Context: an optimization exercise on an open-source flow, tuned for a short achievable clock period and few clock cycles per item. The choices shown serve that exercise and are no tape-out recipe.
In this exercise RTL edits were held to simulation tests only and were not proved equivalent to the original.
Power is estimated from default activity; no workload was simulated.

File: flow/config.mk
export PLATFORM = sky130hd
export DESIGN_NAME = hesch_cpu
export DESIGN_NICKNAME = hesch_cpu
export VERILOG_FILES = /design/flow/design.v
export SDC_FILE = /design/flow/constraint.sdc
export NUM_CORES = 4
export LEC_CHECK = 0
export CAP_MARGIN = 20
export CORE_MARGIN = 2
export CORE_UTILIZATION = 40
export PLACE_DENSITY = 0.6
export SLEW_MARGIN = 20
File: flow/constraint.sdc
create_clock -name core_clock -period 10.0 [get_ports {clk}]
set_input_delay 2.0000 -clock core_clock [delete_from_list [all_inputs] [get_ports {clk}]]
set_output_delay 2.0000 -clock core_clock [all_outputs]
set_load 0.01 [all_outputs]
File: flow/design.v
module hesch_ucode (
    input  wire [7:0]  ir,
    input  wire [7:0]  opr,
    input  wire [2:0]  step,
    output reg  [23:0] cw,
    output reg         illegal
);
    localparam [3:0] W_A = 4'd0, W_PC = 4'd4, W_MEM = 4'd5, W_MAR = 4'd6,
                     W_IR = 4'd8, W_OPR = 4'd10, W_NONE = 4'd15;
    localparam [2:0] R_A = 3'd0, R_PC = 3'd4, R_MEM = 3'd5, R_ACC = 3'd6;
    localparam [1:0] SH_NONE = 2'd0, SH_LEFT = 2'd1, SH_RIGHT = 2'd2, SH_PASS = 2'd3;
    localparam [3:0] LG_AND = 4'd0, LG_OR = 4'd1, LG_XOR = 4'd2, LG_B = 4'd7,
                     LG_ZERO = 4'd14;
    localparam [3:0] OP_ADD = 4'd0, OP_SUB = 4'd1, OP_AND = 4'd2, OP_OR = 4'd3,
                     OP_XOR = 4'd4, OP_CMP = 4'd5, OP_SHL = 4'd6, OP_SHR = 4'd7,
                     OP_MOV = 4'd8, OP_JMP = 4'd9, OP_JC = 4'd10, OP_JZ = 4'd11,
                     OP_NOP = 4'd12, OP_HALT = 4'd13;
    localparam [23:0] NEUTRAL  = 24'h000000;
    localparam [23:0] FETCH0   = 24'h680000;   
    localparam [23:0] FETCH1   = 24'h8A0008;   
    localparam [23:0] EPILOGUE = 24'h000001;   
    localparam [23:0] HALTW    = 24'h000002;   
    localparam [23:0] J0       = 24'h680000;   
    localparam [23:0] J1       = 24'h4A0000;   
    localparam [23:0] OPF      = 24'hAA0008;   
    function [23:0] word;
        input [3:0] wr;
        input [2:0] rd;
        input [1:0] left;
        input [1:0] right;
        input [1:0] shift;
        input [3:0] logic_f;
        input       sub;
        begin
            word = {wr, rd, left, right, shift, 2'b00, logic_f, sub, 4'b0000};
        end
    endfunction
    wire [3:0] op = ir[3:0];
    wire [1:0] r1 = ir[7:6];
    wire [1:0] r2 = ir[5:4];
    wire [3:0] mov_dst = (opr[7:4] > 4'd9) ? W_NONE : opr[7:4];
    wire [2:0] mov_src = opr[2:0];
    reg [23:0] exec;
    always @(*) begin
        case (op)
            OP_ADD:  exec = word({2'b00, r1}, R_ACC, r1, r2, SH_PASS, LG_B, 1'b0);
            OP_SUB:  exec = word({2'b00, r1}, R_ACC, r1, r2, SH_PASS, LG_B, 1'b1);
            OP_AND:  exec = word({2'b00, r1}, R_ACC, r1, r2, SH_NONE, LG_AND, 1'b0);
            OP_OR:   exec = word({2'b00, r1}, R_ACC, r1, r2, SH_NONE, LG_OR, 1'b0);
            OP_XOR:  exec = word({2'b00, r1}, R_ACC, r1, r2, SH_NONE, LG_XOR, 1'b0);
            OP_CMP:  exec = word(W_A, R_A, r1, r2, SH_PASS, LG_B, 1'b1);
            OP_SHL:  exec = word({2'b00, r1}, R_ACC, r1, r1, SH_LEFT, LG_ZERO, 1'b0);
            OP_SHR:  exec = word({2'b00, r1}, R_ACC, r1, r1, SH_RIGHT, LG_ZERO, 1'b0);
            default: exec = NEUTRAL;
        endcase
    end
    always @(*) begin
        illegal = 1'b0;
        cw = NEUTRAL;
        case (step)
            3'd0: cw = FETCH0;
            3'd1: cw = FETCH1;
            default: begin
                if (op <= OP_SHR) begin
                    case (step)
                        3'd2:    cw = exec;
                        default: cw = EPILOGUE;
                    endcase
                end else if (op == OP_MOV) begin
                    case (step)
                        3'd2:    cw = J0;
                        3'd3:    cw = OPF;
                        3'd4:    cw = word(mov_dst, mov_src, 2'd0, 2'd0, SH_NONE, LG_AND, 1'b0);
                        default: cw = EPILOGUE;
                    endcase
                end else if (op == OP_JMP) begin
                    case (step)
                        3'd2:    cw = J0;
                        3'd3:    cw = J1;
                        default: cw = EPILOGUE;
                    endcase
                end else if (op == OP_JC || op == OP_JZ || op == OP_NOP) begin
                    cw = EPILOGUE;
                end else if (step != 3'd2) begin
                    cw = EPILOGUE;
                end else if (op == OP_HALT) begin
                    cw = HALTW;
                end else begin
                    cw = HALTW;
                    illegal = 1'b1;
                end
            end
        endcase
    end
endmodule
module hesch_alu (
    input  wire [7:0] l,
    input  wire [7:0] r,
    input  wire [1:0] shift,
    input  wire [3:0] logic_f,
    input  wire       sub,
    output reg  [7:0] y
);
    reg [7:0] lg;
    always @(*) begin
        case (logic_f)
            4'd0:  lg = l & r;
            4'd1:  lg = l | r;
            4'd2:  lg = l ^ r;
            4'd3:  lg = ~(l & r);
            4'd4:  lg = ~(l | r);
            4'd5:  lg = ~(l ^ r);
            4'd6:  lg = l;
            4'd7:  lg = r;
            4'd8:  lg = ~l;
            4'd9:  lg = ~r;
            4'd10: lg = l & ~r;
            4'd11: lg = r & ~l;
            4'd12: lg = l | ~r;
            4'd13: lg = r | ~l;
            4'd14: lg = 8'h00;
            default: lg = 8'hFF;
        endcase
    end
    always @(*) begin
        if (logic_f == 4'd7 && shift == 2'd3)
            y = sub ? (l - r) : (l + r);
        else if (shift == 2'd0 && !sub)
            y = lg;
        else if (logic_f == 4'd14 && shift == 2'd1 && !sub)
            y = {l[6:0], 1'b0};
        else if (logic_f == 4'd14 && shift == 2'd2 && !sub)
            y = {1'b0, l[7:1]};
        else
            y = 8'h00;   
    end
endmodule
module hesch_cpu (
    input  wire       clk,
    input  wire       rst,
    output wire [7:0] mem_addr,
    input  wire [7:0] mem_rdata,
    output wire       mem_we,
    output wire [7:0] mem_wdata,
    output wire       out_valid,
    output wire [7:0] out_data,
    output wire       halted,
    output wire       fault
);
    reg  [7:0] ir;
    reg  [7:0] opr;
    reg  [2:0] step;
    reg        halted_q;
    reg        fault_q;
    reg  [7:0] pc;
    reg  [7:0] mar;
    reg  [7:0] bank;
    reg  [7:0] regs [0:3];
    wire [23:0] cw;
    wire        illegal;
    hesch_ucode u_ucode (
        .ir      (ir),
        .opr     (opr),
        .step    (step),
        .cw      (cw),
        .illegal (illegal)
    );
    wire [3:0] write_to  = cw[23:20];
    wire [2:0] read_from = cw[19:17];
    wire [1:0] alu_left  = cw[16:15];
    wire [1:0] alu_right = cw[14:13];
    wire [1:0] alu_shift = cw[12:11];
    wire [3:0] alu_logic = cw[8:5];
    wire       alu_sub   = cw[4];
    wire       pce       = cw[3];
    wire       cw_halt   = cw[1];
    wire       step_rst  = cw[0];
    wire [7:0] acc;
    hesch_alu u_alu (
        .l       (regs[alu_left]),
        .r       (regs[alu_right]),
        .shift   (alu_shift),
        .logic_f (alu_logic),
        .sub     (alu_sub),
        .y       (acc)
    );
    reg [7:0] bus;
    always @(*) begin
        case (read_from)
            3'd0, 3'd1, 3'd2, 3'd3: bus = regs[read_from[1:0]];
            3'd4:    bus = pc;
            3'd5:    bus = mem_rdata;
            3'd6:    bus = acc;
            default: bus = bank;
        endcase
    end
    wire self_xfer = (write_to != 4'd6) && ({1'b0, read_from} == write_to);
    wire running   = !halted_q && !cw_halt;
    wire latch     = running && !self_xfer;
    assign mem_addr  = mar;
    assign mem_we    = latch && (write_to == 4'd5);
    assign mem_wdata = bus;
    assign out_valid = latch && (write_to == 4'd9);
    assign out_data  = bus;
    assign halted    = halted_q;
    assign fault     = fault_q;
    integer i;
    always @(posedge clk) begin
        if (rst) begin
            ir       <= 8'h00;
            opr      <= 8'h00;
            step     <= 3'd0;
            halted_q <= 1'b0;
            fault_q  <= 1'b0;
            pc       <= 8'h00;
            mar      <= 8'h00;
            bank     <= 8'h00;
            for (i = 0; i < 4; i = i + 1)
                regs[i] <= 8'h00;
        end else if (!halted_q) begin
            if (cw_halt) begin
                halted_q <= 1'b1;
                fault_q  <= illegal;
            end else begin
                if (latch) begin
                    case (write_to)
                        4'd0, 4'd1, 4'd2, 4'd3: regs[write_to[1:0]] <= bus;
                        4'd4:  pc   <= bus;
                        4'd6:  mar  <= bus;
                        4'd7:  bank <= bus;
                        4'd8:  ir   <= bus;
                        4'd10: opr  <= bus;
                        default: ;
                    endcase
                end
                if (pce)
                    pc <= pc + 8'd1;
                step <= step_rst ? 3'd0 : step + 3'd1;
            end
        end
    end
endmodule
File: flow/run.sh
#!/bin/bash
# synth_recipe.tcl (not shown) runs the flow's synth.tcl, then flattens the netlist and writes it again
# the make line also repeats each setting of config.mk as NAME=value (left out here)
make -C /OpenROAD-flow-scripts/flow DESIGN_CONFIG=/design/flow/config.mk WORK_HOME=/design/flow/orfs CLKGATE_MAP_FILE= SYNTH_SCRIPT=/design/flow/synth_recipe.tcl finish
==> impl_results.md <==
- Crit. End Element: output port
- Setup Fix Bufs, Post-CTS: 0
- Fin worst setup slack: 1.62 ns
- Hold/Removal Path Class: reg2reg
- Crit-path slowest cell: nor4bb_4
- Post-synth ARST share: 0%
- Setup Viol. Count Final: 0
- Leading area contributor after synthesis: edfxtp_1
- Root buffer cell: clkbuf_16
- Syn avg cell area: 8.12 sq um
- Critical path class: reg2out
- I/O Pins: 38
- Die ar.: 17300 sq um
- Vias: 6379
- Syn nets: 845
- Synth Register Bits: 76
- First-pass GRT wire length: 34000 um
- Site Rows: 46
- TritonCTS clock tree: done
- Level count of the clock H-tree: 3
- Min cycle time layout: 8.38 ns
- Sequential share of the synthesized area: 28.3%
- Vias in the first global route: 5948
- Gr usage total: 25.0%
- Count of cell types in the netlist: 95
- Starting Density: 40.9%
- Crit path top cell by count: ha_1
- Drt drc: 0
- Clock buffer depth: 2
- Relative slew slack: 38.1%
- Grt ovf: 0
- Cell family with most CP delay: compound AO/OA/AOI/OAI gates
- Proportion of layout cells with a drive suffix above 1: 7.84%
- Post-Synthesis Cell Area: 6500 sq um
- Wire per inst: 21.7 um
- PD cells: 362 nW/um^2
- Outcome: finished clean
- Crit path largest cell delay: 0.84 ns
- Number of synthesized flops with an enable pin: 32
- PostCTS Resize Cnt: 0
- Power, Total: 2.61 mW
- Clock latency on the worst-skew pair: 0.35 ns
- Count of final max-slew check failures: 0
- Clock sink total: 76
- First-pass DRT Iterations: 5
- YS warnings: 3
- Initial antenna violation count: 0
- Number of diodes: 0
- Final Hold Vio Count: 0
- Core box area: 15900 sq um
- Pre-CTS setup slack: 2.09 ns
- Setup Skew: 0.00692 ns
- Fin util: 45.4%
- Post-synthesis instance total: 800
- Final non-filler cell total: 1020
- Routability cong.: 0.963
- Worst Path Buf+Inv: 3
- WP data arrival: 6.38 ns
- Inst Count DP: 1004
- Detailed placement HPWL: 16700 um
- Fin crit share: 83.8%
- Die extent in y: 131 um
- Antenna viol nets, final: 0
- Worst-path clk slew: 0.06 ns
- Share of the synthesized area in the top cell type: 14.8%
- Layout area overhead: 11.0%
- RSZ-0062 raised after global routing: false
- DR vias/cell: 6.25
- Worst Path Max Fanout: 18
- Leakage: 2.59 nW
- Die X: 131 um
- Max-cap violation count: 0
- CP Data Required Time: 8.00 ns
- Post-route design area: 7210 sq um
- Drt initial violations: 693
- VDD IR max: 0.184 mV
- Startpoint Class: register
- CTS Hold Bufs: 0
- Slew @ Worst Pin: 0.929 ns
- Routed WL: 22100 um
- Placed inst area: 6900 sq um
- Main synth FF type: dfxtp_1
- Cts bufs inserted: 9
- Synth area leaders: edfxtp_1, dfxtp_1, ha_1
- Cell Chain, Critical Path: ha_1 -> nor4bb_4 -> o311a_1 -> nor2_1 -> a221oi_2 -> inv_1 -> ha_1 -> a31oi_1 -> xnor2_1 -> ha_1 -> and3_1 -> a21oi_1 -> a31oi_1 -> xnor3_1 -> nor2b_1 -> a211oi_4 -> inv_1 -> clkdlybuf4s50_1
- Final #Nets: 844
- FMAX: 119 MHz
- Largest net degree at the start of global routing: 40
- Port bufs: 37
- Final setup TNS: 0 ns
- Final hold slack: 0.463 ns
state kept, by name (all words and copies together) (netlist names):
| name | count |
|---|---|
| mar | 8 |
| bank | 8 |
| step | 3 |
| halted_q | 1 |
| fault_q | 1 |
| pc | 8 |
| opr | 7 |
| regs | 32 |
| ir | 8 |
power breakdown:
part | leakage [nW] | internal (mW) | total [mW] | switching [mW]
logic | 1.75 | 0.628 | 1.73 | 1.11
clock network | 0.149 | 0.217 | 0.349 | 0.132
registers | 0.691 | 0.418 | 0.529 | 0.111
total | 2.59 | 1.26 | 2.61 | 1.35
area by class of cell:
type | count | area, sq um
clock inverters | 7 | 90.1
fillers | 1615 | 8670
well taps | 216 | 270
flip-flops and latches | 76 | 1840
inverters | 45 | 169
clock buffers | 9 | 225
repair buffers | 46 | 438
multi-input cells | 621 | 4180
cell usage after synthesis (8+ instances only):
master	number
and2_1	10
nand2_1	60
inv_1	45
clkbuf_1	27
buf_2	12
mux2i_1	23
nand3_1	47
nor3_1	16
edfxtp_1	32
buf_4	12
and3_1	11
nor2_1	93
a21oi_1	57
o21ai_0	42
a31oi_1	17
dfxtp_1	44
o31ai_1	8
a211oi_1	14
ha_1	34
nor2b_1	12
o211ai_1	8
cells by family after synthesis:
group / after synthesis / synth area share (%)
and+or+nand+nor: 311 / 25.4
buffers and inverters: 103 / 7.57
xor gates and xnor gates: 10 / 1.56
DFF: 76 / 28.3
adders and majority gates: 35 / 6.85
muxes: 25 / 3.89
AOI/OAI and AO/OA: 240 / 26.4
cells in the final DEF (no fill, tap or decap), drive strengths merged, types with 6 or more instances in the layout:
master / count
a221oi: 7
o21a: 6
a31oi: 17
edfxtp: 32
clkdlybuf4s50: 37
nor2: 94
a211oi: 15
nor3: 18
xnor2: 7
o31ai: 8
mux2i: 23
and3: 11
nand2b: 7
nand2: 62
o211ai: 8
o221ai: 6
a21oi: 58
nand3: 52
o21ai: 46
nor2b: 12
ha: 34
or2: 10
a32oi: 6
buf: 9
clkbuf: 9
dfxtp: 44
and2: 11
inv: 46
worst reg2reg max path, stage by stage, from the launching register on:
cell and delay (ns):
dfxtp_1 0.55, ha_1 0.32, nor4bb_4 0.84, o311a_1 0.36, nor2_1 0.07, a221oi_2 0.37
inv_1 0.17, ha_1 0.27, a31oi_1 0.18, xnor2_1 0.14, ha_1 0.29, and3_1 0.17
a21oi_1 0.25, a31oi_1 0.18, xnor3_1 0.42, nor2b_1 0.18, a211oi_4 0.65, nor2_1 0.12
worst paths after layout:
path / startpoint / to / slack [ns] / cells past startpoint
worst max-delay path: step[1] / mem_wdata[7] / 1.62 / 18
worst min register to register: mar[3] / mar[3] / 0.46 / 2
worst min-delay path: mar[3] / mar[3] / 0.46 / 2
worst max register to register: step[1] / regs[3][7] / 4.21 / 17
metal layers:
metal / wire [um] / vias to the layer above / global-route usage [%]
met3: 1770 / 56 / 4.13
met1: 9690 / 3071 / 34.3
met2: 9810 / 304 / 38.4
met4: 839 / 0 / 11.6
li1: - / 2948 / -
met5: 0 / - / 0
Testbench counts, summed over its fixed seeds: cycles 44,968, instructions 9,586.

==> static timing again, ports no longer ideal <==
How much do the figures lean on ideal ports? The routed layout below was timed once more, with nothing changed but the port constraints.
Step 1, drivers: a clkbuf_16 drives clk and a buf_2 each remaining input, both assumed.
Step 2 times the ports against the registers' clock, not the clock port: input delays grow and output delays shrink by t, the midpoint of the rising clock arrivals with the driver on.
Slacks: ideal ports / drivers / drivers and shift; pairs: ideal ports / drivers.
t, ns: 0.383
setup WS [ns]: 1.624 / 1.585 / 1.967
worst setup path at the end: register to output
slew at the worst register clock pin (ns): 0.06 / 0.06
worst data-port slew with drivers (ns): 0.04
After both steps this run still meets setup and hold. The setup slack of this run moves by -0.039 ns with the drivers and by +0.343 ns with both steps.
